Context: an optimization exercise on an open-source flow, tuned for small area. The choices shown serve that exercise and are no tape-out recipe.
Only simulation tests tie the RTL to the original design; equivalence was not proved.
The flow treats the clock pin as an ideal source. Dropping or thinning the clock tree relies on that and would not hold on a real chip.
Power is estimated from default activity; no workload was simulated.

--- design/flow/design.v ---
module twpc_slave (
    input  wire        clk,
    input  wire        rst,           
    input  wire        line_in,       
    input  wire [7:0]  my_type,       
    input  wire [23:0] my_ident,      
    output reg         drv,           
    output reg         light,
    output reg  [1:0]  motor_dir,     
    output reg  [7:0]  motor_speed,
    output reg  [1:0]  state,         
    output reg  [7:0]  own_id
);
    localparam [1:0] S_UNASSIGNED = 2'd0, S_RESPOND = 2'd1, S_SERVING = 2'd2, S_STANDBY = 2'd3;
    reg        tx;           
    reg [6:0]  c;            
    reg [23:0] r;            
    reg        vf;           
    reg [2:0]  sel;          
    wire s = line_in;
    wire [7:0] cmd = r[7:0];
    wire [7:0] arg = r[15:8];
    wire [7:0] uid = r[23:16];
    wire       data   = c[6];
    wire [1:0] seg    = c[5:4];           
    wire [2:0] j      = c[3:1];           
    wire       x      = ~(r[0] ^ r[8] ^ r[16]);
    wire [31:0] straps = {my_type, my_ident};
    wire       dbit = sel[2] ? (sel[1] ? (j[2:1] == 2'b00) : (j == 3'd2))
                             : straps[{sel[1:0], j}];
    wire       g = (seg == 2'd0) ? r[16] :
                   (seg == 2'd1) ? dbit  :
                                   (j == 3'd0);
    wire drv_next = tx ? (~c[0] & (data ? (seg == 2'd3 ? x : g) : c[5]))
                       : (c == 7'd60) & s;
    wire done      = (c == {7{~tx}});
    wire rx_done   = ~tx & done;
    wire valid     = vf;
    wire addressed = (uid == own_id);
    wire bcast     = (uid == 8'hFF);
    wire st_u      = (state == S_UNASSIGNED);
    wire st_r      = (state == S_RESPOND);
    wire st_s      = (state == S_SERVING);
    wire st_b      = (state == S_STANDBY);
    wire is_newdev = (cmd == 8'h05);
    wire marker    = valid & bcast & is_newdev;
    wire arm_tx = rx_done & valid &
                  (st_u ? (cmd == 8'h0F && !addressed && !bcast) : ((st_r | st_s) & addressed));
    wire [2:0] sel_new = (cmd[7:2] == 6'b000011) ? {1'b0, cmd[1:0]} :
                         is_newdev                ? 3'b100 :
                         (cmd <= 8'h11)           ? 3'b101 : 3'b110;
    wire execute = rx_done & valid & st_s & (addressed | bcast);
    wire inc = tx | data | (c[0] ? (~c[1] | ~s) : s);
    always @(posedge clk) begin
        if (rst) begin
            tx  <= 1'b0;
            c   <= 7'd60;
            drv <= 1'b0;
        end else if (done) begin
            tx  <= arm_tx;
            c   <= (~tx & st_u & ~arm_tx) ? 7'd60 : 7'd62;
            drv <= 1'b0;
        end else begin
            drv <= drv_next;
            if (inc)
                c <= c + 7'd1;
        end
    end
    always @(posedge clk) begin
        if (data & ~c[0]) begin
            if (seg == 2'd3)
                r <= {r[0], r[23:1]};
            else
                r <= {tx ? g : s, r[23:1]};
            if (~tx)
                vf <= (seg != 2'd3) | (vf & (s == x));
        end
    end
    always @(posedge clk) begin
        if (arm_tx)
            sel <= sel_new;
        else if (rx_done & marker)
            sel[1:0] <= st_b ? sel[1:0] + 2'd1 : 2'd0;
    end
    always @(posedge clk) begin
        if (rst) begin
            light       <= 1'b0;
            motor_dir   <= 2'd0;
            motor_speed <= 8'd0;
            state       <= S_UNASSIGNED;
            own_id      <= 8'd0;
        end else begin
            if (tx & done) begin
                if (st_r && sel == 3'b010) state <= S_SERVING;
                if (st_s && sel == 3'b100) state <= S_STANDBY;
            end
            if (rx_done) begin
                if (st_u & arm_tx) begin
                    own_id <= uid;
                    state  <= S_RESPOND;
                end
                if (st_s & marker & ~addressed)
                    state <= S_STANDBY;
                if (st_b & marker & (sel[1:0] == 2'd2))
                    state <= S_SERVING;
            end
            if (execute & ~is_newdev) begin
                case (cmd)
                    8'h07: light <= 1'b1;
                    8'h08: light <= 1'b0;
                    8'h09: begin motor_dir <= 2'd0; motor_speed <= 8'd0; end
                    8'h0A: begin motor_dir <= 2'd1; motor_speed <= arg;  end
                    8'h0B: begin motor_dir <= 2'd2; motor_speed <= arg;  end
                    default: ;
                endcase
            end
        end
    end
endmodule
--- design/flow/flow/run.sh ---
#!/bin/bash
set -euo pipefail
export BUFFER_PORTS_ARGS="-buffer_cell sky130_fd_sc_hd__buf_1"
export CTS_ARGS="-sink_clustering_enable -repair_clock_nets -dont_use_dummy_load -sink_clustering_size 60 -sink_clustering_max_diameter 500 -buf_list sky130_fd_sc_hd__clkbuf_16"
export RECOVER_POWER=${RECOVER_POWER:-0}
bash standard.sh synth > synth.log 2>&1
R=orfs/results/$FLOW_PLATFORM/twpc_slave/base
cp $R/1_2_yosys.v std_1_2_yosys.v
bash flow/reopt.sh $PWD/std_1_2_yosys.v $PWD/reopt.v $PWD/reopt > reopt.log 2>&1
cp reopt.v $R/1_2_yosys.v
rm -f $R/1_synth.odb $R/1_synth.sdc
bash standard.sh > finish.log 2>&1
--- design/flow/flow/abc_a.script ---
strash
dch
map -a
--- design/flow/flow/reopt.sh ---
#!/bin/bash
set -euo pipefail
IN=$1; OUT=$2; LP=$3
HERE=$(cd "$(dirname "$0")" && pwd)
LIB=$FLOW_HOME/platforms/sky130hd/lib/sky130_fd_sc_hd__tt_025C_1v80.lib
DONT="sky130_fd_sc_hd__probe_p_8 sky130_fd_sc_hd__probec_p_8 sky130_fd_sc_hd__lpflow_*"
SEQ=$(grep -o 'sky130_fd_sc_hd__[a-z0-9_]*' "$IN" | sort -u | grep -E '__(s?e?df|dl|sdl)' | tr '\n' ' ')
best=""; besta=1e12
for s in "$HERE"/abc_*.script; do
  n=$(basename "$s" .script)
  DU=""; for c in $(grep -o 'sky130_fd_sc_hd__[a-z0-9_]*' "$LIB" | sort -u); do
    case $c in sky130_fd_sc_hd__probe_p_8|sky130_fd_sc_hd__probec_p_8|sky130_fd_sc_hd__lpflow_*) DU="$DU -dont_use $c";; esac
  done
  cat > "$LP.$n.ys" <<EOY
read_liberty -overwrite -ignore_miss_func -ignore_miss_dir $LIB
read_verilog $IN
hierarchy -top twpc_slave
blackbox $SEQ
flatten
rename -hide w:*.*
opt_clean -purge
abc -liberty $LIB $DU -script $s
opt_clean -purge
hilomap -singleton -hicell sky130_fd_sc_hd__conb_1 HI -locell sky130_fd_sc_hd__conb_1 LO
insbuf -buf sky130_fd_sc_hd__buf_4 A X
splitnets
opt_clean -purge
delete t:\$scopeinfo
tee -o $LP.$n.stat stat -liberty $LIB
write_verilog -noattr -noexpr -nohex -nodec $LP.$n.v
EOY
  if timeout 600 yosys -p "script $LP.$n.ys" > "$LP.$n.log" 2>&1; then
    a=$(grep "Chip area" "$LP.$n.stat" | awk '{print $NF}')
    if grep -q '\$lut\|\$_' "$LP.$n.stat"; then continue; fi
    echo "$n $a"
    if awk "BEGIN{exit !($a < $besta)}"; then besta=$a; best=$n; fi
  fi
done
echo "best $best $besta"
cp "$LP.$best.v" "$OUT"
--- design/flow/standard.sh ---
#!/bin/bash
# synth_recipe.tcl (not shown) runs the flow's synth.tcl, then flattens the netlist and writes it again
# the make line also repeats each setting of config.mk as NAME=value (left out here)
make -C /OpenROAD-flow-scripts/flow DESIGN_CONFIG=/design/flow/config.mk WORK_HOME=/design/flow/orfs CLKGATE_MAP_FILE= SYNTH_SCRIPT=/design/flow/synth_recipe.tcl "${@:-finish}"
--- design/flow/config.mk ---
export PLATFORM = sky130hd
export DESIGN_NAME = twpc_slave
export DESIGN_NICKNAME = twpc_slave
export VERILOG_FILES = /design/flow/design.v
export SDC_FILE = /design/flow/constraint.sdc
export NUM_CORES = 4
export LEC_CHECK = 0
export ABC_AREA = 1
export CAP_MARGIN = 20
export CORE_MARGIN = 2
export CORE_UTILIZATION = 40
export SLEW_MARGIN = 20
--- design/flow/constraint.sdc ---
create_clock -name core_clock -period 5.0 [get_ports {clk}]
set_input_delay 1.0000 -clock core_clock [delete_from_list [all_inputs] [get_ports {clk}]]
set_output_delay 1.0000 -clock core_clock [all_outputs]
set_load 0.01 [all_outputs]
==> results of run 1 <==
==> stage by stage <==
stage	setup slack, ns	power (W)	instance area (um2)	cells	hold WS [ns]
6_report	1.73	0.00105	3300	471	0.453
4_1_cts	1.74	0.00106	3300	471	0.452
3_5_place_dp	1.75	0.000561	3070	462	0.441
2_1_floorplan	2.40	0.000541	2760	326	0.427
3_3_place_gp	1.94	0.000561	3070	462	0.433
5_1_grt	1.35	0.00109	3300	471	0.467
==> routing by layer <==
metal	GRT usage	vias to the layer above	share of wire
li1	-	1280	-
met3	0.0645	14	0.059
met4	0.0923	0	0.023
met1	0.260	1153	0.47
met2	0.284	90	0.44
met5	0	-	0
==> final cells by class <==
cell class	count	share of cell area
well taps	80	0.0304
inverters	47	0.0535
multi-input cells	220	0.345
repair buffers	57	0.0660
flip-flops and latches	58	0.437
clock buffers	9	0.0683
==> worst max path at each step <==
stage | cells after the start | slack [ns] | end | startpoint
after floorplan | 11 | 2.40 | motor_speed[2] | c[1]
after global placement | 11 | 1.94 | motor_speed[6] | c[1]
after detailed placement | 11 | 1.75 | motor_speed[4] | c[1]
after CTS | 11 | 1.74 | motor_speed[4] | c[1]
after global routing | 11 | 1.35 | motor_speed[2] | c[1]
final | 11 | 1.73 | motor_speed[4] | c[1]
==> report_power, final <==
group / switching, W / internal [W] / total (W)
Combinational: 0.0000271 / 0.0000181 / 0.0000453
Clock: 0.000182 / 0.000313 / 0.000494
Sequential: 0.00000633 / 0.000501 / 0.000507
==> state kept, by name, indices dropped and copies added (netlist names) <==
register / flops
drv: 1
r: 24
motor_dir: 2
state: 2
sel: 3
light: 1
motor_speed: 8
tx: 1
own_id: 8
c: 7
vf: 1
==> run notes, run 1 <==
worst r2r dst motor_speed[4]; final hold vios 0; DRT Pass-1 Iters 4; drt wl/cell 14.2 um; Post-CTS Setup Bufs 0; total CTS buffers 9; worst r2r src c[1]; crit path time final 3.27 ns; DR DRC count 0; dpl hpwl 4930 um; vias in the first global route 2,392; diode count 0; CORE AREA 6720 um2; gpl congestion 0.844; IO Port Bufs 56; Final Skew 0.0136 ns; Rel. slew slack 0.560; area of the mapped netlist 2760 um2; CP Cell Sequence clkinv_1 -> nor2_1 -> nand4_1 -> nand2_1 -> or3b_2 -> nor2_1 -> nand4_1 -> nor2_1 -> clkinv_1 -> nor2_1 -> nor3_1; Mapped Cells 326; slowest CP cell dfxtp_1; commonest cells after routing, fill and taps aside 69 x nor2_1, 56 x buf_1, 47 x clkinv_1; PD cells 318 nW/um2; most common cell after layout, fill and taps aside nor2_1; Vias/cell 5.39; Hold Path End r[14]; Initial Util 0.411; Clk pin slew, worst setup/hold paths 0.05 ns; Worst path top cell family by delay simple AND/OR/NAND/NOR gates; first-pass GRT wire length 11,200 um; Max Slew Vio Count 0; Root Driver clkbuf_16; Worst Setup End Kind flop; # clock sinks 58; Hold Path Origin r[15]; Post-Route WL 6690 um; CP most frequent cell nor2_1; Crit path required time 5.19 ns; min-delay worst type reg -> reg; CP bufs+invs 2; count of final setup violators 0; CP peak stage delay 0.55 ns; htree depth 3; GR Overflow Total 0; hold buffers post-CTS 0; fmax 306 MHz; r2r setup slk 1.73 ns; CP Max Fanout 12; largest net degree at the start of global routing 18; worst-skew pair later-pin latency 0.33 ns; fillers 647; Critical Path AT 3.46 ns; io pins 57; period utilization 0.654; CTS tree built; Total GRT Usage 0.195; Mapped Avg Cell Area 8.47 um2; Post-CTS Resized 0; chip width 87.1 um; startpoint types flop; Longest Clk Path Bufs 2; Max Cap Viol 0; layout cell share with drive strength beyond 1 0.0409; worst reg-to-reg path cell count 11; fin util 0.491; Slew @ Worst Pin 0.653 ns; Final nets 428; Register Area 1440 um2; die height 87.1 um; RSZ-0062 raised after global routing no; Leak 1.05 nW; die area 7580 um2; antenna violations before repair 0; synthesis-to-layout area growth 19.4%; critical path class reg -> reg; Warnings, synthesis 1; hold path depth 0; setup TNS 0 ns; drt first-iter violations 220; status timing/DRC/antenna clean; routed via count 2,537; Peak VDD IR 0.203 mV; post-synth net total 361; multi-input logic area 1140 um2; Detail Route Antenna Nets 0; row cnt 30
==> run 2, diff against run 1 <==
--- a/design/flow/flow/run.sh
+++ b/design/flow/flow/run.sh
@@ -3,3 +3,3 @@
 export BUFFER_PORTS_ARGS="-buffer_cell sky130_fd_sc_hd__buf_1"
-export CTS_ARGS="-sink_clustering_enable -repair_clock_nets -dont_use_dummy_load -sink_clustering_size 60 -sink_clustering_max_diameter 500 -buf_list sky130_fd_sc_hd__clkbuf_16"
+export CTS_ARGS="-sink_clustering_enable -repair_clock_nets -dont_use_dummy_load -buf_list sky130_fd_sc_hd__clkbuf_4"
 export RECOVER_POWER=${RECOVER_POWER:-0}
==> design/flow/flow/abc_b.script (new file) <==
strash
&get -n
&deepsyn -T 60
&put
dch -f
map -a
mfs2 -a
strash
dch -f
map -a
==> design/flow/flow/abc_c.script (new file) <==
strash
dch
map -a
mfs2
strash
dch
map -a
==> run 2 against run 1 <==
Global-route usage decreased by 1.1 points. First-iteration DRC count decreased by 42%. Area after synthesis decreased by 3.4%. Sequential share of layout area increased by 3.7 points. Maximum frequency increased by 8.1%. Design area decreased by 7.8%. Hold slack got worse by 0.0080 ns. Routed wire length decreased by 5.2%. Total power decreased by 24%. Final cell count decreased by 5.5%. Largest cell class unchanged.
==> run notes, run 2 <==
chip width 85.6 um; Slew @ Worst Pin 0.962 ns; GR Overflow Total 0; Final nets 405; antenna violations before repair 0; Design Area, Final 3040 um2; Seq pwr share 0.637; drt first-iter violations 127; fmax 330 MHz; CORE AREA 6390 um2; Register Area 1440 um2; top flop regs r x24, motor_speed x8, own_id x8; Critical Path AT 3.27 ns; worst-skew pair later-pin latency 0.40 ns; dpl hpwl 4690 um; worst reg-to-reg path cell count 11; post-synth net total 338; DR DRC count 0; Post-Place Worst Slack 1.98 ns; CTS tree built; Crit path required time 5.24 ns; fin util 0.476; Vias/cell 5.40; htree depth 3; most flop-heavy register r; post-route setup slack 1.97 ns; Mapped Cells 303; startpoint types flop; Rel. slew slack 0.352; largest net degree at the start of global routing 26; Longest Clk Path Bufs 2; layout cell share with drive strength beyond 1 0.0326; Mapped Avg Cell Area 8.80 um2; drt wl/cell 14.2 um; Switching Power 0.000191 W; routed via count 2,402; Leak 1.01 nW; Final Skew 0.0365 ns; hold path depth 0; final hold vios 0; Peak VDD IR 0.154 mV; fillers 659; die area 7330 um2; Max Slew Vio Count 0; die height 85.6 um; period utilization 0.605; io pins 57; Max Cap Viol 0; diode count 0; IO Port Bufs 56; sw frac 0.240; setup TNS 0 ns; total CTS buffers 9; Post-Route WL 6340 um; crit path time final 3.03 ns; Detail Route Antenna Nets 0; PD cells 262 nW/um2; Post-CTS Resized 0; area of the mapped netlist 2670 um2; first-pass GRT wire length 10,600 um; Area after DPL 2970 um2; Warnings, synthesis 1; synthesis-to-layout area growth 14.1%; most common cell after layout, fill and taps aside buf_1; Root Driver clkbuf_4; Pint 0.000605 W; Worst Setup End Kind flop; count of final setup violators 0; Initial Util 0.417; vias in the first global route 2,224; Total GRT Usage 0.183; DRT Pass-1 Iters 5; RSZ-0062 raised after global routing no; Post-CTS Setup Bufs 0; row cnt 29; # clock sinks 58; CP Max Fanout 9; gpl congestion 0.821; Clk pin slew, worst setup/hold paths 0.09 ns; critical path class reg -> reg; Clock power frac 0.292; commonest cells after routing, fill and taps aside 56 x buf_1, 47 x clkinv_1, 43 x nor2_1; Logic pwr share 0.071; worst hold slack 0.445 ns; min-delay worst type reg -> reg; hold buffers post-CTS 0; r2r setup slk 1.97 ns; multi-input logic area 1040 um2; max FFs per register 24; status timing/DRC/antenna clean
[run 2: final cells by class]
type	instances	area share
flip-flops and latches	58	0.474
clock buffers	9	0.0222
well taps	77	0.0317
multi-input cells	197	0.342
repair buffers	57	0.0716
inverters	47	0.0580
[run 2: path summary, 6_finish.rpt]
kind	start	endpoint
hold / removal	r[9]	r[8]
setup reg to reg	c[6]	motor_speed[1]
hold reg to reg	r[9]	r[8]
setup / recovery	c[6]	motor_speed[1]
[run 2: through the flow]
step,power (W),instances
6_report,0.000797,445
5_1_grt,0.000836,445
4_1_cts,0.000805,445
3_5_place_dp,0.000575,436
3_3_place_gp,0.000575,436
2_1_floorplan,0.000553,303
[run 2: per-layer routing]
metal  track usage  up-vias  routed length (um)
met1         0.253     1081                3120
met2         0.275       82                2680
met4        0.0823        0                 108
met5             0        -                   0
li1              -     1228                   -
met3        0.0423       11                 428
[run 2: power groups by stage]
stage	clock, W	sequential, W	combinational (W)
6_report	0.000233	0.000507	0.0000566
5_1_grt	0.000263	0.000508	0.0000645
4_1_cts	0.000241	0.000507	0.0000570
3_5_place_dp	0	0.000518	0.0000567
3_3_place_gp	0	0.000518	0.0000565
2_1_floorplan	0	0.000517	0.0000357
[run 2: worst max-delay path, cell delays in order (launching register included)]
cell      delay, ns
dfxtp_1        0.40
clkinv_1       0.16
a21oi_1        0.31
nand3_1        0.14
nor2_1         0.19
clkinv_1       0.11
nor4_1         0.44
clkinv_1       0.13
nor3_1         0.25
o21ai_0        0.42
a22oi_1        0.27
nor2_1         0.06
==> run 3, diff against run 2 <==
==> design/flow/flow/abc_amap3.script (new file) <==
strash
dch -f
amap
mfs2 -a
strash
dch -f
amap
mfs2 -a
strash
dch -f
amap
==> design/flow/flow/abc_c2mfsamap.script (new file) <==
strash
balance -l
resub -K 6 -l
rewrite -l
resub -K 6 -N 2 -l
refactor -l
resub -K 8 -l
balance -l
resub -K 8 -N 2 -l
rewrite -l
resub -K 10 -l
rewrite -z -l
resub -K 10 -N 2 -l
balance -l
resub -K 12 -l
refactor -z -l
resub -K 12 -N 2 -l
rewrite -z -l
balance -l
dch -f
amap
mfs2 -a
strash
balance -l
resub -K 6 -l
rewrite -l
resub -K 6 -N 2 -l
refactor -l
resub -K 8 -l
balance -l
resub -K 8 -N 2 -l
rewrite -l
resub -K 10 -l
rewrite -z -l
resub -K 10 -N 2 -l
balance -l
resub -K 12 -l
refactor -z -l
resub -K 12 -N 2 -l
rewrite -z -l
balance -l
dch -f
amap
==> design/flow/flow/abc_deep1.script (new file) <==
strash
&get -n
&deepsyn -T 120 -S 7
&put
dch -f
map -a
mfs2 -a
strash
dch -f
map -a
==> design/flow/flow/abc_deep2.script (new file) <==
strash
&get -n
&deepsyn -T 120 -S 3
&put
balance -l
resub -K 6 -l
rewrite -l
resub -K 6 -N 2 -l
refactor -l
resub -K 8 -l
balance -l
resub -K 8 -N 2 -l
rewrite -l
resub -K 10 -l
rewrite -z -l
resub -K 10 -N 2 -l
balance -l
resub -K 12 -l
refactor -z -l
resub -K 12 -N 2 -l
rewrite -z -l
balance -l
dch -f
amap
==> design/flow/flow/abc_deep3.script (new file) <==
strash
&get -n
&deepsyn -T 120 -S 11
&put
dch -f
amap
mfs2 -a
strash
dch -f
amap
==> design/flow/flow/abc_deep4.script (new file) <==
strash
&get -n
&deepsyn -T 120 -S 5
&put
dch -f
map -a
mfs2 -a
strash
dch -f
amap
==> design/flow/flow/abc_map1.script (new file) <==
strash
dch -f
map -a
--- a/design/flow/flow/reopt.sh
+++ b/design/flow/flow/reopt.sh
@@ -7,4 +7,4 @@
 SEQ=$(grep -o 'sky130_fd_sc_hd__[a-z0-9_]*' "$IN" | sort -u | grep -E '__(s?e?df|dl|sdl)' | tr '\n' ' ')
-best=""; besta=1e12
-for s in "$HERE"/abc_*.script; do
+run_one() {
+  s=$1
   n=$(basename "$s" .script)
@@ -31,8 +31,19 @@
 EOY
-  if timeout 600 yosys -p "script $LP.$n.ys" > "$LP.$n.log" 2>&1; then
-    a=$(grep "Chip area" "$LP.$n.stat" | awk '{print $NF}')
-    if grep -q '\$lut\|\$_' "$LP.$n.stat"; then continue; fi
-    echo "$n $a"
-    if awk "BEGIN{exit !($a < $besta)}"; then besta=$a; best=$n; fi
-  fi
+  timeout 900 yosys -p "script $LP.$n.ys" > "$LP.$n.log" 2>&1 || true
+}
+# run the scripts, NUM_CORES at a time
+N=${NUM_CORES:-4}
+for s in "$HERE"/abc_*.script; do
+  while [ "$(jobs -rp | wc -l)" -ge "$N" ]; do sleep 1; done
+  run_one "$s" &
+done
+wait
+best=""; besta=1e12
+for s in "$HERE"/abc_*.script; do
+  n=$(basename "$s" .script)
+  [ -f "$LP.$n.stat" ] && [ -f "$LP.$n.v" ] || continue
+  if grep -q '\$lut\|\$_' "$LP.$n.stat"; then continue; fi
+  a=$(grep "Chip area" "$LP.$n.stat" | awk '{print $NF}')
+  echo "$n $a"
+  if awk "BEGIN{exit !($a < $besta)}"; then besta=$a; best=$n; fi
 done
removed: design/flow/flow/abc_a.script
removed: design/flow/flow/abc_b.script
removed: design/flow/flow/abc_c.script
==> run 3 against run 2 <==
Still clean on timing, DRC and antenna. Sequential power about the same. Flip-flop and latch count unchanged. Design area down 2.0%. Global-route usage down 0.65 points. Core utilization down 0.42 points. Highest routed layer unchanged.
==> run notes, run 3 <==
status timing/DRC/antenna clean; Warnings, synthesis 1; chip width 84.7 um; setup TNS 0 ns; Critical Path AT 3.54 ns; first-pass GRT wire length 10,000 um; min-delay worst type reg -> reg; gpl congestion 0.857; Post-Route WL 6120 um; final cell count without fillers 429; total CTS buffers 9; fillers 657; Final nets 389; die area 7170 um2; Final Skew 0.0321 ns; Power, Total 0.000771 W; multi-input logic area 946 um2; Max Cap Viol 0; count of final setup violators 0; diode count 0; Rel. slew slack 0.586; post-synth net total 322; Clk pin slew, worst setup/hold paths 0.10 ns; IO Port Bufs 56; Mapped Avg Cell Area 9.07 um2; # clock sinks 58; Peak VDD IR 0.189 mV; Leak 0.945 nW; final hold vios 0; CP Max Fanout 7; Slew @ Worst Pin 0.621 ns; io pins 57; Vias/cell 5.44; commonest cells after routing, fill and taps aside 56 x clkinv_1, 56 x buf_1, 41 x nor2_1; Total GRT Usage 0.177; CORE AREA 6310 um2; DRT Pass-1 Iters 4; crit path time final 3.25 ns; Post-CTS Resized 0; die height 84.7 um; drt first-iter violations 173; antenna violations before repair 0; Post-CTS Setup Bufs 0; startpoint types flop; PD cells 259 nW/um2; Register Area 1440 um2; Worst Setup End Kind flop; Post-Place Cells 420; GR Overflow Total 0; period utilization 0.650; Crit path required time 5.29 ns; htree depth 3; hold buffers post-CTS 0; CTS tree built; row cnt 29; RSZ-0062 raised after global routing no; most flop-heavy register r; Max Slew Vio Count 0; fmax 308 MHz; area of the mapped netlist 2600 um2; vias in the first global route 2,164; top flop regs r x24, motor_speed x8, own_id x8; layout cell share with drive strength beyond 1 0.0313; routed via count 2,335; Detail Route Antenna Nets 0; max FFs per register 24; drt wl/cell 14.3 um; DR DRC count 0; critical path class reg -> reg; synthesis-to-layout area growth 14.4%; dpl hpwl 4610 um; worst-skew pair later-pin latency 0.39 ns; largest net degree at the start of global routing 17; Longest Clk Path Bufs 2; Initial Util 0.412; Mapped Cells 287; Root Driver clkbuf_4
[run 3: final timing paths]
path / from / to / slack (ns) / cells past startpoint
min: r[9] / r[8] / 0.46 / 0
max: r[17] / motor_speed[5] / 1.75 / 11
min reg2reg: r[9] / r[8] / 0.46 / 0
max reg2reg: r[17] / motor_speed[5] / 1.75 / 11
[run 3: worst max-delay path, stage by stage (launching register included)]
cell	delay, ns
edfxtp_1	0.42
clkinv_1	0.09
o22ai_1	0.09
nor3_1	0.18
o221ai_1	0.13
nor4_1	0.47
a31oi_1	0.15
or4_1	0.52
or3_1	0.36
nor2_1	0.30
or3_1	0.33
o22ai_1	0.11
[run 3: routing by layer]
metal / GRT usage / share of wire / vias up
met5: 0 / 0 / -
met4: 0.0808 / 0.016 / 0
met3: 0.0482 / 0.072 / 11
met2: 0.270 / 0.45 / 88
met1: 0.234 / 0.47 / 1062
li1: - / - / 1174
[run 3: area by class of cell]
class	instances	area share
Sequential cell	58	0.484
Clock buffer	9	0.0227
Inverter	56	0.0706
Tap cell	77	0.0323
Timing Repair Buffer	57	0.0731
Multi-Input combinational cell	172	0.318
[run 3: power by group]
part           internal (W)  switching [W]  total [W]
Clock             0.0000835       0.000142   0.000225
Sequential         0.000500     0.00000528   0.000505
Combinational     0.0000161      0.0000239  0.0000400
Total              0.000600       0.000171   0.000771
[run 3: stage by stage]
stage	hold WS [ns]	instance area [um2]	setup WS (ns)	utilization
final	0.459	2980	1.75	0.472
after floorplan	0.427	2600	2.27	-
after global routing	0.480	2980	1.49	0.472
after detailed placement	0.440	2910	1.77	0.461
after CTS	0.461	2980	1.77	0.472
after global placement	0.443	2910	1.92	0.461
==> run 4, diff against run 3 <==
--- a/design/flow/design.v
+++ b/design/flow/design.v
@@ -6,3 +6,3 @@
     input  wire [23:0] my_ident,      
-    output reg         drv,           
+    output wire        drv,           
     output reg         light,
@@ -33,5 +33,4 @@
                                    (j == 3'd0);
-    wire drv_next = tx ? (~c[0] & (data ? (seg == 2'd3 ? x : g) : c[5]))
-                       : (c == 7'd60) & s;
-    wire done      = (c == {7{~tx}});
+    assign drv = tx ? (c[0] & (~c[6] | r[23])) : (~c[6] & ~c[1] & c[0]);
+    wire done      = tx ? (~c[6] & ~c[5]) : (&c);
     wire rx_done   = ~tx & done;
@@ -47,3 +46,3 @@
     wire arm_tx = rx_done & valid &
-                  (st_u ? (cmd == 8'h0F && !addressed && !bcast) : ((st_r | st_s) & addressed));
+                  (st_u ? (cmd == 8'h0F && !addressed && !bcast) : (~st_b & addressed));
     wire [2:0] sel_new = (cmd[7:2] == 6'b000011) ? {1'b0, cmd[1:0]} :
@@ -52,2 +51,5 @@
     wire execute = rx_done & valid & st_s & (addressed | bcast);
+    wire hi0     = (cmd[7:4] == 4'h0);
+    wire c_light = hi0 & ((cmd[3:0] == 4'h7) | (cmd[3:0] == 4'h8));
+    wire c_motor = hi0 & (cmd[3:2] == 2'b10) & (cmd[1:0] != 2'b00);
     wire inc = tx | data | (c[0] ? (~c[1] | ~s) : s);
@@ -57,3 +59,2 @@
             c   <= 7'd60;
-            drv <= 1'b0;
         end else if (done) begin
@@ -61,7 +62,4 @@
             c   <= (~tx & st_u & ~arm_tx) ? 7'd60 : 7'd62;
-            drv <= 1'b0;
-        end else begin
-            drv <= drv_next;
-            if (inc)
-                c <= c + 7'd1;
+        end else if (inc) begin
+            c   <= c + 7'd1;
         end
@@ -71,7 +69,6 @@
             if (seg == 2'd3)
-                r <= {r[0], r[23:1]};
+                r <= {tx ? x : r[0], r[23:1]};
             else
                 r <= {tx ? g : s, r[23:1]};
-            if (~tx)
-                vf <= (seg != 2'd3) | (vf & (s == x));
+            vf <= (seg != 2'd3) | (vf & (s == x));      
         end
@@ -101,3 +98,3 @@
                 end
-                if (st_s & marker & ~addressed)
+                if (st_s & marker)
                     state <= S_STANDBY;
@@ -106,11 +103,7 @@
             end
-            if (execute & ~is_newdev) begin
-                case (cmd)
-                    8'h07: light <= 1'b1;
-                    8'h08: light <= 1'b0;
-                    8'h09: begin motor_dir <= 2'd0; motor_speed <= 8'd0; end
-                    8'h0A: begin motor_dir <= 2'd1; motor_speed <= arg;  end
-                    8'h0B: begin motor_dir <= 2'd2; motor_speed <= arg;  end
-                    default: ;
-                endcase
+            if (execute & c_light)
+                light <= ~cmd[3];
+            if (execute & c_motor) begin
+                motor_dir   <= {cmd[1] & cmd[0], cmd[1] & ~cmd[0]};
+                motor_speed <= cmd[1] ? arg : 8'd0;
             end
==> run 4 against run 3 <==
First-iteration DRC count shrank 4.6%. Via count is 4.9% lower. Register-to-register slack got worse by 0.23 ns. Non-clock buffer count rose by 1. Worst setup slack got worse by 0.38 ns. Critical path depth rose by 6. Critical path type is now in -> reg.
==> run notes, run 4 <==
status timing/DRC/antenna clean; Leak 0.905 nW; Rel. slew slack 0.634; worst hold slack 0.446 ns; Worst Setup End Kind flop; routed via count 2,221; CP bufs+invs 3; commonest cells after routing, fill and taps aside 56 x buf_1, 39 x nor2_1, 35 x clkinv_1; CORE AREA 5960 um2; fillers 594; Worst path top cell family by delay simple AND/OR/NAND/NOR gates; Register Area 1420 um2; top flop regs r x24, motor_speed x8, own_id x8; layout cell share with drive strength beyond 1 0.0368; CTS tree built; Longest Clk Path Bufs 2; synthesis-to-layout area growth 15.8%; Vias/cell 5.54; first-pass GRT wire length 9280 um; Power, Total 0.000751 W; slowest CP cell nor3_1; most flop-heavy register r; Final nets 363; antenna violations before repair 0; total CTS buffers 9; htree depth 3; area of the mapped netlist 2460 um2; CP peak stage delay 0.40 ns; dpl hpwl 4360 um; CP most frequent cell nor2_1; DRT Pass-1 Iters 5; Critical Path AT 3.90 ns; count of final setup violators 0; Mapped Avg Cell Area 9.52 um2; Mapped Cells 259; drt first-iter violations 165; largest net degree at the start of global routing 27; post-synth net total 294; diode count 0; setup TNS 0 ns; die height 82.5 um; min-delay worst type reg -> reg; Post-CTS Resized 0; Crit path required time 5.28 ns; RSZ-0062 raised after global routing no; row cnt 28; GR Overflow Total 0; Slew @ Worst Pin 0.547 ns; Post-Route WL 5860 um; PD cells 263 nW/um2; Post-Place Worst Slack 1.04 ns; IO Port Bufs 56; critical path class in -> reg; Crit. Startpoint line_in; final hold vios 0; CP Max Fanout 8; Max Slew Vio Count 0; Initial Util 0.414; max FFs per register 24; DR DRC count 0; io pins 57; CP Cell Sequence buf_1 -> nor2_1 -> nor3b_1 -> nor2_1 -> nand2_1 -> nor2_1 -> clkinv_1 -> nor3_1 -> nand2_1 -> nor2_1 -> nand4_1 -> nor2_1 -> a311oi_1 -> nor3_1 -> clkinv_1 -> nand2_1 -> o22ai_1; worst-skew pair later-pin latency 0.41 ns; most common cell after layout, fill and taps aside buf_1; gpl congestion 0.841; worst r2r src c[0]; Final Skew 0.0321 ns; Post-CTS Setup Bufs 0; multi-input logic area 915 um2; fmax 276 MHz; post-route setup slack 1.37 ns; Detail Route Antenna Nets 0; startpoint types primary input; hold buffers post-CTS 0; Warnings, synthesis 1; die area 6810 um2; Clk pin slew, worst setup/hold paths 0.10 ns; Hold Path Origin r[12]; Max Cap Viol 0; Root Driver clkbuf_4; drt wl/cell 14.6 um; fin util 0.479; Total GRT Usage 0.185; chip width 82.5 um; # clock sinks 57; crit path time final 3.63 ns; period utilization 0.726; vias in the first global route 1,941; Peak VDD IR 0.136 mV
-- run 4: cell type report --
cell class	instances	area share
Clock buffer	9	0.0237
Timing Repair Buffer	58	0.0789
Inverter	35	0.0460
Tap cell	75	0.0329
Multi-Input combinational cell	167	0.320
Sequential cell	57	0.498
-- run 4: per-layer routing --
| metal | GRT usage | routed length (um) |
|---|---|---|
| met5 | 0 | 0 |
| met4 | 0.0738 | 77 |
| met3 | 0.0543 | 312 |
| met2 | 0.283 | 2700 |
| met1 | 0.246 | 2770 |
-- run 4: path summary, 6_finish.rpt --
| check | endpoint | slack (ns) | depth (start not counted) |
|---|---|---|---|
| min reg2reg | r[11] | 0.45 | 0 |
| max reg2reg | own_id[4] | 1.52 | 16 |
| max | own_id[4] | 1.37 | 17 |
| min | r[11] | 0.45 | 0 |
-- run 4: where the power goes --
group | switching [W] | internal [W] | total [W]
logic | 0.0000205 | 0.0000142 | 0.0000348
registers | 0.00000494 | 0.000491 | 0.000496
clock network | 0.000137 | 0.0000831 | 0.000220
total | 0.000163 | 0.000588 | 0.000751
-- run 4: stage by stage --
step | instance area [um2] | cells
2_1_floorplan | 2460 | 259
3_3_place_gp | 2790 | 392
3_5_place_dp | 2790 | 392
4_1_cts | 2850 | 401
5_1_grt | 2850 | 401
6_report | 2850 | 401
==> run 5, diff against run 4 <==
--- a/design/flow/flow/run.sh
+++ b/design/flow/flow/run.sh
@@ -4,3 +4,2 @@
 export CTS_ARGS="-sink_clustering_enable -repair_clock_nets -dont_use_dummy_load -buf_list sky130_fd_sc_hd__clkbuf_4"
-export RECOVER_POWER=${RECOVER_POWER:-0}
 bash standard.sh synth > synth.log 2>&1
@@ -11,2 +10,4 @@
 rm -f $R/1_synth.odb $R/1_synth.sdc
+bash standard.sh cts > cts.log 2>&1
+CTS_ODB=$PWD/$R/4_cts.odb openroad -no_init -exit flow/clock_tree.tcl > clock_tree.log 2>&1
 bash standard.sh > finish.log 2>&1
==> design/flow/flow/clock_tree.tcl (new file) <==
proc merge_clock_tree {cell nleaf} {
  set db [ord::get_db]
  set block [ord::get_db_block]
  set clk_net [$block findNet clk]
  set roots {}
  foreach it [$clk_net getITerms] { if {[$it isInputSignal]} { lappend roots [$it getInst] } }
  set root [lindex $roots 0]
  set rootnet [[$root findITerm X] getNet]
  set leaves {}
  foreach it [$rootnet getITerms] {
    set inst [$it getInst]
    if {$inst eq $root} continue
    lappend leaves [list [lindex [$inst getLocation] 1] [lindex [$inst getLocation] 0] $inst]
  }
  set leaves [lsort -real -index 0 [lsort -real -index 1 $leaves]]
  set n [llength $leaves]
  set per [expr {int(ceil(double($n)/$nleaf))}]
  set keep {}
  for {set i 0} {$i < $n} {incr i $per} {
    set k [lindex $leaves $i 2]
    lappend keep $k
    set knet [[$k findITerm X] getNet]
    for {set m [expr {$i+1}]} {$m < min($i+$per,$n)} {incr m} {
      set b [lindex $leaves $m 2]
      set onet [[$b findITerm X] getNet]
      foreach it [$onet getITerms] {
        if {[$it getInst] eq $b} continue
        $it disconnect; $it connect $knet
      }
      [$b findITerm A] disconnect; [$b findITerm X] disconnect
      odb::dbInst_destroy $b; odb::dbNet_destroy $onet
    }
  }
  foreach k $keep { [$k findITerm A] disconnect; [$k findITerm A] connect $clk_net; $k swapMaster [$db findMaster $cell] }
  [$root findITerm A] disconnect; [$root findITerm X] disconnect
  odb::dbInst_destroy $root; odb::dbNet_destroy $rootnet
  puts "merge: [llength $keep] leaves of $cell"
}

read_db $::env(CTS_ODB)
merge_clock_tree sky130_fd_sc_hd__clkbuf_8 4
detailed_placement
check_placement -verbose
write_db $::env(CTS_ODB)
removed: design/flow/flow/abc_amap3.script
removed: design/flow/flow/abc_c2mfsamap.script
removed: design/flow/flow/abc_deep1.script
removed: design/flow/flow/abc_deep2.script
removed: design/flow/flow/abc_deep3.script
removed: design/flow/flow/abc_deep4.script
==> run 5 against run 4 <==
Synthesized cell count grew 19%. Sequential share of layout area decreased by 2.7 points. Total power shrank 0.51%. First-iteration DRC count rose by 22%. Area after synthesis grew 7.4%. Global-route usage fell by 0.60 points. Design area increased by 5.7%. Hold slack improved by 0.0094 ns. Worst setup slack worse by 0.19 ns. Combinational power rose by 53%. Highest routed layer unchanged.
==> run notes, run 5 <==
hold buffers post-CTS 0; Slew @ Worst Pin 0.842 ns; synthesis-to-layout area growth 14.0%; setup TNS 0 ns; startpoint types flop; top flop regs r x24, motor_speed x8, own_id x8; Final Skew 0.0327 ns; GR Overflow Total 0; antenna violations before repair 0; min-delay worst type reg -> reg; Post-CTS Setup Bufs 0; Design Area, Final 3020 um2; DR DRC count 0; drt wl/cell 14.1 um; Critical Path AT 3.85 ns; period utilization 0.763; fillers 646; Register Area 1420 um2; Area after DPL 2960 um2; # clock sinks 57; Post-CTS Resized 0; vias in the first global route 2,270; met3 usage 0.0292; Post-Place Worst Slack 1.26 ns; Mapped Cells 307; row cnt 29; status timing/DRC/antenna clean; final hold vios 0; crit path time final 3.81 ns; critical path class reg -> reg; chip width 85.3 um; Max Slew Vio Count 0; first-pass GRT wire length 10,600 um; Switching Power 0.000159 W; Seq pwr share 0.674; io pins 57; IO Port Bufs 56; routed via count 2,390; grt peak-use layer met1; worst-skew pair later-pin latency 0.17 ns; Pint 0.000588 W; Peak VDD IR 0.170 mV; Logic pwr share 0.071; met2 Track Usage GR 0.262; most common cell after layout, fill and taps aside nor2_1; final cell count without fillers 445; Worst Setup End Kind flop; Clock power frac 0.254; fmax 262 MHz; drt first-iter violations 202; worst hold slack 0.455 ns; Post-Route WL 6280 um; count of final setup violators 0; r2r setup slk 1.19 ns; Post-Place Cells 441; post-synth net total 342; Clk pin slew, worst setup/hold paths 0.10 ns; Rel. slew slack 0.438; Leak 0.959 nW; gpl congestion 0.876; Crit path required time 5.04 ns; die height 85.3 um; Mapped Avg Cell Area 8.62 um2; Detail Route Antenna Nets 0; dpl hpwl 4590 um; Initial Util 0.414; Final nets 405; area of the mapped netlist 2650 um2; most flop-heavy register r; layout cell share with drive strength beyond 1 0.0326; commonest cells after routing, fill and taps aside 65 x nor2_1, 56 x buf_1, 38 x o21ai_0; die area 7280 um2; largest net degree at the start of global routing 20; diode count 0; met1 Usage GRT 0.268; DRT Pass-1 Iters 5; multi-input logic area 1100 um2; sw frac 0.212; RSZ-0062 raised after global routing no; CP Max Fanout 19; Vias/cell 5.37; Warnings, synthesis 1; Total GRT Usage 0.179; max FFs per register 24; CORE AREA 6390 um2; PD cells 248 nW/um2; post-route setup slack 1.19 ns; Max Cap Viol 0
run 5: critical path: stages (launching register included):
cell,delay [ns]
dfxtp_1,0.70
clkinv_1,0.47
nor2_1,0.25
clkinv_1,0.12
nor3_1,0.24
clkinv_1,0.17
nor3_1,0.25
and3_2,0.29
nand2_1,0.14
nor2_1,0.46
clkinv_1,0.39
nor2_1,0.18
nor2_1,0.05
run 5: path summary, 6_finish.rpt:
check,startpoint,endpoint,cells after the start
worst min register to register,motor_dir[1],motor_dir[1],2
worst min-delay path,motor_dir[1],motor_dir[1],2
worst max register to register,c[1],own_id[5],12
worst max-delay path,c[1],own_id[5],12
run 5: cell type report:
type | instances | share of cell area
clock buffer | 4 | 0.0182
inverter | 35 | 0.0435
multi-input combinational | 215 | 0.363
sequential | 57 | 0.471
tap | 77 | 0.0319
timing repair buffer | 57 | 0.0721
run 5: through the flow:
step           utilization  total power [W]
2_1_floorplan            -         0.000543
3_3_place_gp         0.464         0.000567
3_5_place_dp         0.464         0.000567
4_1_cts              0.475         0.000791
5_1_grt              0.473         0.000783
6_report             0.473         0.000747
run 5: power groups by stage:
stage	Combinational (W)	Sequential, W	Clock (W)
floorplan	0.0000323	0.000511	0
global placement	0.0000530	0.000514	0
detailed placement	0.0000530	0.000514	0
CTS	0.0000534	0.000504	0.000234
global route	0.0000603	0.000506	0.000217
finish	0.0000534	0.000504	0.000190
run 5: metal layers:
layer,share of wire,up-vias
met5,0,-
met4,0.017,0
met3,0.068,11
met2,0.42,99
met1,0.50,1064
li1,-,1216
==> run 6, diff against run 5 <==
==> design/flow/flow/abc_c2mfsamap.script (new file) <==
strash
balance -l
resub -K 6 -l
rewrite -l
resub -K 6 -N 2 -l
refactor -l
resub -K 8 -l
balance -l
resub -K 8 -N 2 -l
rewrite -l
resub -K 10 -l
rewrite -z -l
resub -K 10 -N 2 -l
balance -l
resub -K 12 -l
refactor -z -l
resub -K 12 -N 2 -l
rewrite -z -l
balance -l
dch -f
amap
mfs2 -a
strash
balance -l
resub -K 6 -l
rewrite -l
resub -K 6 -N 2 -l
refactor -l
resub -K 8 -l
balance -l
resub -K 8 -N 2 -l
rewrite -l
resub -K 10 -l
rewrite -z -l
resub -K 10 -N 2 -l
balance -l
resub -K 12 -l
refactor -z -l
resub -K 12 -N 2 -l
rewrite -z -l
balance -l
dch -f
amap
==> design/flow/flow/abc_deep_s1.script (new file) <==
strash
&get -n
&deepsyn -T 150 -S 1
&put
dch -f
map -a
mfs2 -a
strash
dch -f
amap
==> design/flow/flow/abc_deep_s11.script (new file) <==
strash
&get -n
&deepsyn -T 150 -S 11
&put
dch -f
map -a
mfs2 -a
strash
dch -f
amap
==> design/flow/flow/abc_deep_s13.script (new file) <==
strash
&get -n
&deepsyn -T 150 -S 13
&put
dch -f
map -a
mfs2 -a
strash
dch -f
amap
==> design/flow/flow/abc_deep_s3.script (new file) <==
strash
&get -n
&deepsyn -T 150 -S 3
&put
dch -f
map -a
mfs2 -a
strash
dch -f
amap
==> design/flow/flow/abc_deep_s5.script (new file) <==
strash
&get -n
&deepsyn -T 150 -S 5
&put
dch -f
map -a
mfs2 -a
strash
dch -f
amap
==> design/flow/flow/abc_deep_s7.script (new file) <==
strash
&get -n
&deepsyn -T 150 -S 7
&put
dch -f
map -a
mfs2 -a
strash
dch -f
amap
==> design/flow/flow/abc_deep_s9.script (new file) <==
strash
&get -n
&deepsyn -T 150 -S 9
&put
dch -f
map -a
mfs2 -a
strash
dch -f
amap
removed: design/flow/flow/abc_map1.script
==> run 6 against run 5 <==
Hold slack better by 0.0074 ns. Synthesized cell count fell by 20%. Critical endpoint is now motor_dir[0]. Maximum frequency shrank 13%. Clock skew down 0.016 ns. Die area down 6.8%. Largest cell class unchanged.
==> run notes, run 6 <==
Worst Setup End Kind flop; largest net degree at the start of global routing 26; drt wl/cell 14.7 um; CP Cell Sequence buf_1 -> nor2_1 -> a21oi_1 -> nor3_1 -> clkinv_1 -> nor2_1 -> nand2_1 -> nor3_1 -> nand2_1 -> nor2_1 -> nand3_1 -> or4_1 -> nor3b_1 -> clkinv_1 -> nor2_1 -> o21ai_0 -> a21oi_1; die height 82.4 um; CORE AREA 5920 um2; most common cell after layout, fill and taps aside buf_1; setup TNS 0 ns; antenna violations before repair 0; Rel. slew slack 0.581; Max Cap Viol 0; first-pass GRT wire length 8600 um; r2r setup slk 0.84 ns; RSZ-0062 raised after global routing no; Post-Place Cells 378; post-synth net total 281; fmax 229 MHz; Vias/cell 5.46; Area after DPL 2770 um2; drt first-iter violations 134; gpl congestion 0.878; slowest CP cell nor2_1; diode count 0; crit path time final 4.37 ns; synthesis-to-layout area growth 15.0%; most flop-heavy register r; GR Overflow Total 0; worst r2r src tx; Post-Route WL 5610 um; chip width 82.4 um; Final Skew 0.0169 ns; die area 6790 um2; DRT Pass-1 Iters 4; CP peak stage delay 0.51 ns; Peak VDD IR 0.185 mV; CP Max Fanout 10; # clock sinks 57; Critical Path AT 4.46 ns; Post-CTS Setup Bufs 0; Total GRT Usage 0.166; top flop regs r x24, motor_speed x8, own_id x8; commonest cells after routing, fill and taps aside 56 x buf_1, 36 x clkinv_1, 29 x dfxtp_1; PD cells 255 nW/um2; Crit path required time 5.10 ns; Design Area, Final 2830 um2; IO Port Bufs 56; final hold vios 0; Hold Path Origin r[12]; dpl hpwl 4220 um; Leak 0.889 nW; vias in the first global route 1,846; DR DRC count 0; io pins 57; Max Slew Vio Count 0; worst-skew pair later-pin latency 0.16 ns; row cnt 28; worst reg-to-reg path cell count 17; area of the mapped netlist 2460 um2; final cell count without fillers 382; Final nets 344; Crit. Startpoint line_in; Detail Route Antenna Nets 0; min-delay worst type reg -> reg; Mapped Avg Cell Area 9.99 um2; hold buffers post-CTS 0; hold path depth 0; worst hold slack 0.463 ns; Mapped Cells 246; max FFs per register 24; startpoint types primary input; Slew @ Worst Pin 0.627 ns; Initial Util 0.415; routed via count 2,086; status timing/DRC/antenna clean; Post-CTS Resized 0; Clk pin slew, worst setup/hold paths 0.10 ns; count of final setup violators 0; CP most frequent cell nor2_1; critical path class in -> reg; period utilization 0.874; Warnings, synthesis 1; layout cell share with drive strength beyond 1 0.0195
==> run 6: cell types whose count changed in the layout (fill, tap and decap cells not counted), moves of 4 or more <==
cell	change
a32o_1	+9
nor2_1	-37
nor3_1	-8
xnor2_1	-8
o21ai_0	-24
nand3_1	-4
a21oi_1	-10
o22ai_1	+13
nand4_1	-5
==> run 6: path summary, 6_finish.rpt <==
kind | to
worst max-delay path | motor_dir[0]
worst min-delay path | r[11]
worst max register to register | motor_dir[0]
worst min register to register | r[11]
==> run 6: metal layers <==
metal	share of wire	global-route usage
met1	0.49	0.236
met2	0.45	0.265
met3	0.059	0.0261
met4	0.0025	0.0417
met5	0	0
==> run 6: worst max-delay path: cells and delay by family <==
kind                   cells  cell delay (ns)
and+or+nand+nor           11             2.73
buffers and inverters      3             0.36
AOI/OAI and AO/OA          3             0.39
==> run 6: area by class of cell <==
class | instances | area, um2
timing repair buffer | 57 | 218
tap | 75 | 93.8
sequential | 57 | 1420
multi-input combinational | 153 | 905
inverter | 36 | 135
fill | 566 | 3090
clock buffer | 4 | 55.1
==> run 6: where the power goes <==
group          leakage, nW  switching, W  internal, W
Combinational        0.380     0.0000214    0.0000149
Clock               0.0288      0.000116    0.0000738
Sequential           0.480    0.00000439     0.000490
==> run 6: per-stage QoR <==
stage / setup slack [ns] / util / power (W)
global route: 0.149 / 0.478 / 0.000749
detailed placement: 0.477 / 0.468 / 0.000542
finish: 0.632 / 0.478 / 0.000721
global placement: 0.618 / 0.468 / 0.000542
CTS: 0.866 / 0.480 / 0.000763
floorplan: 1.12 / - / 0.000524
==> run 7, diff against run 6 <==
--- a/design/flow/design.v
+++ b/design/flow/design.v
@@ -16,3 +16,3 @@
     reg [6:0]  c;            
-    reg [23:0] r;            
+    reg [24:0] q;            
     reg        vf;           
@@ -20,5 +20,10 @@
     wire s = line_in;
-    wire [7:0] cmd = r[7:0];
-    wire [7:0] arg = r[15:8];
-    wire [7:0] uid = r[23:16];
+    reg [23:0] w;
+    integer m;
+    always @(*)
+        for (m = 0; m < 24; m = m + 1)
+            w[m] = q[(62 - 2 * m + 50) % 25];
+    wire [7:0] uid = w[7:0];
+    wire [7:0] cmd = w[15:8];
+    wire [7:0] arg = w[23:16];
     wire       data   = c[6];
@@ -26,3 +31,3 @@
     wire [2:0] j      = c[3:1];           
-    wire       x      = ~(r[0] ^ r[8] ^ r[16]);
+    wire       x      = ~(q[22] ^ q[6] ^ q[15]);
     wire [31:0] straps = {my_type, my_ident};
@@ -30,6 +35,6 @@
                              : straps[{sel[1:0], j}];
-    wire       g = (seg == 2'd0) ? r[16] :
+    wire       g = (seg == 2'd0) ? q[15] :
                    (seg == 2'd1) ? dbit  :
                                    (j == 3'd0);
-    assign drv = tx ? (c[0] & (~c[6] | r[23])) : (~c[6] & ~c[1] & c[0]);
+    assign drv = tx ? (c[0] & (~c[6] | q[0])) : (~c[6] & ~c[1] & c[0]);
     wire done      = tx ? (~c[6] & ~c[5]) : (&c);
@@ -66,10 +71,8 @@
     end
+    wire bit_tick = data & ~c[0];
+    wire wr       = bit_tick & (tx | (seg != 2'd3));
     always @(posedge clk) begin
-        if (data & ~c[0]) begin
-            if (seg == 2'd3)
-                r <= {tx ? x : r[0], r[23:1]};
-            else
-                r <= {tx ? g : s, r[23:1]};
+        q <= {q[23:0], wr ? (tx ? (seg == 2'd3 ? x : g) : s) : q[24]};
+        if (bit_tick)
             vf <= (seg != 2'd3) | (vf & (s == x));      
-        end
     end
==> run 7 against run 6 <==
Clock power decreased by 2%. Flip-flop and latch count increased by 1. Combinational power decreased by 9.1%. Hold slack got worse by 0.13 ns. Synthesized cell count increased by 6.9%. Non-clock buffer count decreased by 1. Total power decreased by 4.3%. Routed wire length decreased by 4.7%. Maximum frequency increased by 11%. Largest cell class unchanged. Largest power group unchanged.
==> run notes, run 7 <==
CP Max Fanout 9; crit path time final 3.93 ns; Crit. Startpoint line_in; Crit path required time 5.09 ns; CP peak stage delay 0.52 ns; startpoint types primary input; worst-skew pair later-pin latency 0.16 ns; Slew @ Worst Pin 0.688 ns; die height 79.3 um; max FFs per register 25; fmax 254 MHz; Rel. slew slack 0.540; worst r2r src tx; Post-CTS Setup Bufs 0; status timing/DRC/antenna clean; RSZ-0062 raised after global routing no; antenna violations before repair 0; CP endpoint motor_dir[1]; Peak VDD IR 0.195 mV; vias in the first global route 1,837; Post-Route WL 5340 um; diode count 0; largest net degree at the start of global routing 18; CORE AREA 5470 um2; gpl congestion 0.875; # clock sinks 58; IO Port Bufs 56; Vias/cell 5.18; row cnt 27; Critical Path AT 4.02 ns; most common cell after layout, fill and taps aside buf_1; fillers 566; DRT Pass-1 Iters 4; GR Overflow Total 0; drt wl/cell 13.5 um; Initial Util 0.414; PD cells 263 nW/um2; hold buffers post-CTS 0; area of the mapped netlist 2270 um2; Detail Route Antenna Nets 0; final hold vios 0; io pins 57; routed via count 2,048; CP Cell Sequence buf_1 -> nor2_1 -> nor2_1 -> nor2_1 -> nand2_1 -> nor2_1 -> nand2_1 -> nor4_1 -> nand3_1 -> or3_1 -> nor3_1 -> clkinv_1 -> nor2_1 -> nand2_1 -> o21ai_0; CP most frequent cell nor2_1; post-synth net total 298; most flop-heavy register q; critical path class in -> reg; synthesis-to-layout area growth 15.7%; r2r setup slk 1.43 ns; commonest cells after routing, fill and taps aside 56 x buf_1, 54 x dfxtp_1, 39 x nor2_1; Max Slew Vio Count 0; die area 6280 um2; top flop regs q x25, motor_speed x8, own_id x8; Final Skew 0.0226 ns; Power, Total 0.000690 W; Final nets 360; slowest CP cell nor4_1; count of final setup violators 0; worst reg-to-reg path cell count 15; min-delay worst type reg -> reg; Register Area 1200 um2; Max Cap Viol 0; Clk pin slew, worst setup/hold paths 0.10 ns; drt first-iter violations 107; dpl hpwl 4160 um; period utilization 0.786; first-pass GRT wire length 8770 um; setup TNS 0 ns; Warnings, synthesis 1; chip width 79.3 um; worst hold slack 0.328 ns; layout cell share with drive strength beyond 1 0.0124; Post-CTS Resized 0; Worst Setup End Kind flop; Mapped Cells 263; Mapped Avg Cell Area 8.62 um2; Leak 0.875 nW; Total GRT Usage 0.175; multi-input logic area 926 um2; DR DRC count 0; worst r2r dst motor_dir[1]
run 7: layout make-up:
| class | count | share of cell area |
|---|---|---|
| Multi-Input combinational cell | 168 | 0.353 |
| Clock buffer | 4 | 0.0210 |
| Timing Repair Buffer | 56 | 0.0802 |
| Tap cell | 72 | 0.0344 |
| Sequential cell | 58 | 0.458 |
| Inverter | 37 | 0.0530 |
run 7: power by group:
group	internal [W]	switching, W
clock network	0.0000738	0.000112
logic	0.0000141	0.0000190
registers	0.000469	0.00000230
total	0.000556	0.000133
run 7: stage by stage:
step / cells / util / setup WS (ns) / area [um2]
after floorplan: 263 / - / 1.61 / 2270
after global placement: 391 / 0.469 / 1.09 / 2570
after detailed placement: 391 / 0.469 / 0.923 / 2570
after CTS: 400 / 0.481 / 1.36 / 2630
after global routing: 395 / 0.479 / 0.635 / 2620
final: 395 / 0.479 / 1.07 / 2620
run 7: worst min path at each step:
stage,startpoint,end,slack (ns),cells after the start
finish,q[13],q[14],0.33,0
global route,q[13],q[14],0.32,0
CTS,q[14],q[15],0.33,0
detailed placement,q[14],q[15],0.31,0
global placement,q[14],q[15],0.32,0
floorplan,q[14],q[15],0.31,0
run 7: routing by layer:
| metal | track usage | share of wire |
|---|---|---|
| met1 | 0.256 | 0.52 |
| met2 | 0.269 | 0.42 |
| met3 | 0.0250 | 0.047 |
| met4 | 0.0517 | 0.018 |
| met5 | 0 | 0 |
run 7: critical path, delay by kind of cell:
kind,cells,cell delay [ns]
compound gates,1,0.16
buf+inv,2,0.24
simple gates,12,2.60
==> run 8, diff against run 7 <==
==> design/flow/flow/abc_am_s6.script (new file) <==
strash
&get -n
&deepsyn -T 150 -S 6
&put
dch -f
map -a
mfs2 -a
strash
dch -f
amap
==> design/flow/flow/abc_nf_s1.script (new file) <==
strash
&get -n
&deepsyn -T 150 -S 1
&put
&get -n
&nf -R 1000 -p
&put
mfs2 -a
strash
&get -n
&nf -R 1000 -p
&put
==> design/flow/flow/abc_nf_s11.script (new file) <==
strash
&get -n
&deepsyn -T 150 -S 11
&put
&get -n
&nf -R 1000 -p
&put
mfs2 -a
strash
&get -n
&nf -R 1000 -p
&put
==> design/flow/flow/abc_nf_s15.script (new file) <==
strash
&get -n
&deepsyn -T 150 -S 15
&put
&get -n
&nf -R 1000 -p
&put
mfs2 -a
strash
&get -n
&nf -R 1000 -p
&put
==> design/flow/flow/abc_nf_s17.script (new file) <==
strash
&get -n
&deepsyn -T 150 -S 17
&put
&get -n
&nf -R 1000 -p
&put
mfs2 -a
strash
&get -n
&nf -R 1000 -p
&put
==> design/flow/flow/abc_nf_s5.script (new file) <==
strash
&get -n
&deepsyn -T 150 -S 5
&put
&get -n
&nf -R 1000 -p
&put
mfs2 -a
strash
&get -n
&nf -R 1000 -p
&put
==> design/flow/flow/abc_nf_s6.script (new file) <==
strash
&get -n
&deepsyn -T 150 -S 6
&put
&get -n
&nf -R 1000 -p
&put
mfs2 -a
strash
&get -n
&nf -R 1000 -p
&put
==> design/flow/flow/abc_nft_s11.script (new file) <==
strash
&get -n
&deepsyn -T 150 -S 11 -t
&put
&get -n
&nf -R 1000 -p
&put
mfs2 -a
strash
&get -n
&nf -R 1000 -p
&put
==> design/flow/flow/abc_nft_s3.script (new file) <==
strash
&get -n
&deepsyn -T 150 -S 3 -t
&put
&get -n
&nf -R 1000 -p
&put
mfs2 -a
strash
&get -n
&nf -R 1000 -p
&put
removed: design/flow/flow/abc_c2mfsamap.script
removed: design/flow/flow/abc_deep_s1.script
removed: design/flow/flow/abc_deep_s11.script
removed: design/flow/flow/abc_deep_s13.script
removed: design/flow/flow/abc_deep_s3.script
removed: design/flow/flow/abc_deep_s5.script
removed: design/flow/flow/abc_deep_s7.script
removed: design/flow/flow/abc_deep_s9.script
==> run 8 against run 7 <==
Still clean on timing, DRC and antenna. Final cell count decreased by 12%. Hold slack improved by 0.0087 ns. Maximum frequency increased by 0.37%. Critical path type unchanged. Critical endpoint is now motor_speed[5]. Largest power group unchanged. Highest routed layer unchanged.
==> run notes, run 8 <==
DR DRC count 0; final hold vios 0; Clk pin slew, worst setup/hold paths 0.11 ns; Slew @ Worst Pin 0.744 ns; DRT Pass-1 Iters 4; Leak 0.942 nW; worst-skew pair later-pin latency 0.16 ns; Total GRT Usage 0.172; Final Skew 0.0225 ns; fmax 255 MHz; critical path class in -> reg; routed via count 1,907; Max Slew Vio Count 0; Vias/cell 5.50; area of the mapped netlist 2200 um2; io pins 57; count of final setup violators 0; startpoint types primary input; most flop-heavy register q; die area 6120 um2; setup TNS 0 ns; dpl hpwl 3700 um; die height 78.2 um; final cell count without fillers 347; Post-Route WL 5090 um; commonest cells after routing, fill and taps aside 56 x buf_1, 54 x dfxtp_1, 17 x nand2_1, 17 x a22o_1, 16 x nor2_1; antenna violations before repair 0; Critical Path AT 4.01 ns; CP Max Fanout 9; hold buffers post-CTS 0; largest net degree at the start of global routing 20; GR Overflow Total 0; Initial Util 0.408; CORE AREA 5410 um2; synthesis-to-layout area growth 16.1%; drt wl/cell 14.7 um; first-pass GRT wire length 8280 um; layout cell share with drive strength beyond 1 0.0145; Worst path top cell family by delay simple AND/OR/NAND/NOR gates; vias in the first global route 1,688; CP Cell Sequence buf_1 -> nor2_1 -> o311ai_0 -> nand2b_1 -> nor2b_1 -> nor2b_1 -> nand3b_1 -> nor2_1 -> nand4b_1 -> nor3b_1 -> nand2_1 -> nor2_1 -> a22o_1; Mapped Cells 215; min-delay worst type reg -> reg; # clock sinks 58; Warnings, synthesis 1; fillers 559; gpl congestion 0.843; Post-Place Cells 343; chip width 78.2 um; IO Port Bufs 56; RSZ-0062 raised after global routing no; CP most frequent cell nor2_1; PD cells 276 nW/um2; status timing/DRC/antenna clean; Detail Route Antenna Nets 0; Post-CTS Setup Bufs 0; post-synth net total 250; Peak VDD IR 0.193 mV; Mapped Avg Cell Area 10.3 um2; post-route setup slack 1.08 ns; period utilization 0.784; Final nets 312; Post-Place Worst Slack 0.994 ns; row cnt 27; Worst Setup End Kind flop; drt first-iter violations 124; crit path time final 3.92 ns; Post-CTS Resized 0; Crit path required time 5.10 ns; CP bufs+invs 1; slowest CP cell nor2_1; top flop regs q x25, motor_speed x8, own_id x8; CP peak stage delay 0.51 ns; most common cell after layout, fill and taps aside buf_1; max FFs per register 25; Max Cap Viol 0; diode count 0; Rel. slew slack 0.504
run 8: per-stage QoR:
stage	util	area (um2)	total power [W]	hold WS, ns
after detailed placement	0.463	2500	0.000524	0.319
final	0.474	2560	0.000707	0.337
after floorplan	-	2200	0.000506	0.310
after global routing	0.474	2560	0.000733	0.343
after CTS	0.476	2570	0.000748	0.335
after global placement	0.463	2500	0.000524	0.312
run 8: path summary, 6_finish.rpt:
kind / from / end / slack (ns) / cells past startpoint
hold / removal: q[14] / q[15] / 0.34 / 0
setup / recovery: line_in / motor_speed[5] / 1.08 / 13
setup reg to reg: c[1] / motor_speed[5] / 1.59 / 11
hold reg to reg: q[14] / q[15] / 0.34 / 0
run 8: routing by layer:
metal | up-vias | global-route usage | wire (um)
li1 | 955 | - | -
met1 | 894 | 0.244 | 2540
met2 | 53 | 0.271 | 2230
met3 | 5 | 0.0287 | 261
met4 | 0 | 0.0474 | 61
met5 | - | 0 | 0
run 8: report_power, final:
group,switching (W),internal [W],total [W]
Combinational,0.0000187,0.0000183,0.0000371
Clock,0.000120,0.0000740,0.000194
Sequential,0.00000629,0.000470,0.000476
Total,0.000145,0.000562,0.000707
run 8: area by class of cell:
type                    count  area [um2]  share of cell area
repair buffers             56         210              0.0821
flip-flops and latches     58        1200               0.469
multi-input cells         151         981               0.383
well taps                  72        90.1              0.0352
clock buffers               4        55.1              0.0215
inverters                   6        22.5             0.00880
run 8: worst reg2reg max path: stages (launching register included):
cell      delay [ns]
dfxtp_1         0.51
o311ai_0        0.27
nand2b_1        0.22
nor2b_1         0.25
nor2b_1         0.30
nand3b_1        0.18
nor2_1          0.18
nand4b_1        0.15
nor3b_1         0.42
nand2_1         0.14
nor2_1          0.51
a22o_1          0.23

==> re-timing with driven ports <==
The flow's constraints put no driver on any port. The routed layouts listed below were extracted and timed again, unchanged, in two steps.
Step 1 sets driving cells, clkbuf_16 on the clock port and buf_2 on the other inputs (assumed; they add their load-dependent delay and slew).
Step 2 moves the port delays by t, midway between the first and last clock arrival at a register: inputs arrive t later, outputs are due t later. That takes back most of the time a late clock gives input paths.
a / b / c = no drivers / after step 1 / after step 2; a / b = the first two.
run | t (ns) | setup WS [ns] | worst setup path at the end | cell pins on the clock port's net
run 1 | 0.353 | 1.729 / 1.729 / 1.729 | register to register | 1
run 2 | 0.408 | 1.973 / 1.973 / 1.973 | register to register | 1
run 3 | 0.408 | 1.749 / 1.749 / 1.749 | register to register | 1
run 4 | 0.418 | 1.372 / 1.379 / 0.961 | input to register | 1
run 5 | 0.204 | 1.186 / 1.187 / 1.187 | register to register | 4
run 6 | 0.202 | 0.632 / 0.663 / 0.461 | input to register | 4
run 7 | 0.198 | 1.068 / 1.100 / 0.902 | input to register | 4
run 8 | 0.204 | 1.082 / 1.114 / 0.910 | input to register | 4
After both steps setup and hold are still met in every run listed. For run 4, which loses most, drivers alone change the setup slack by +0.007 ns; drivers and shift together by -0.411 ns.
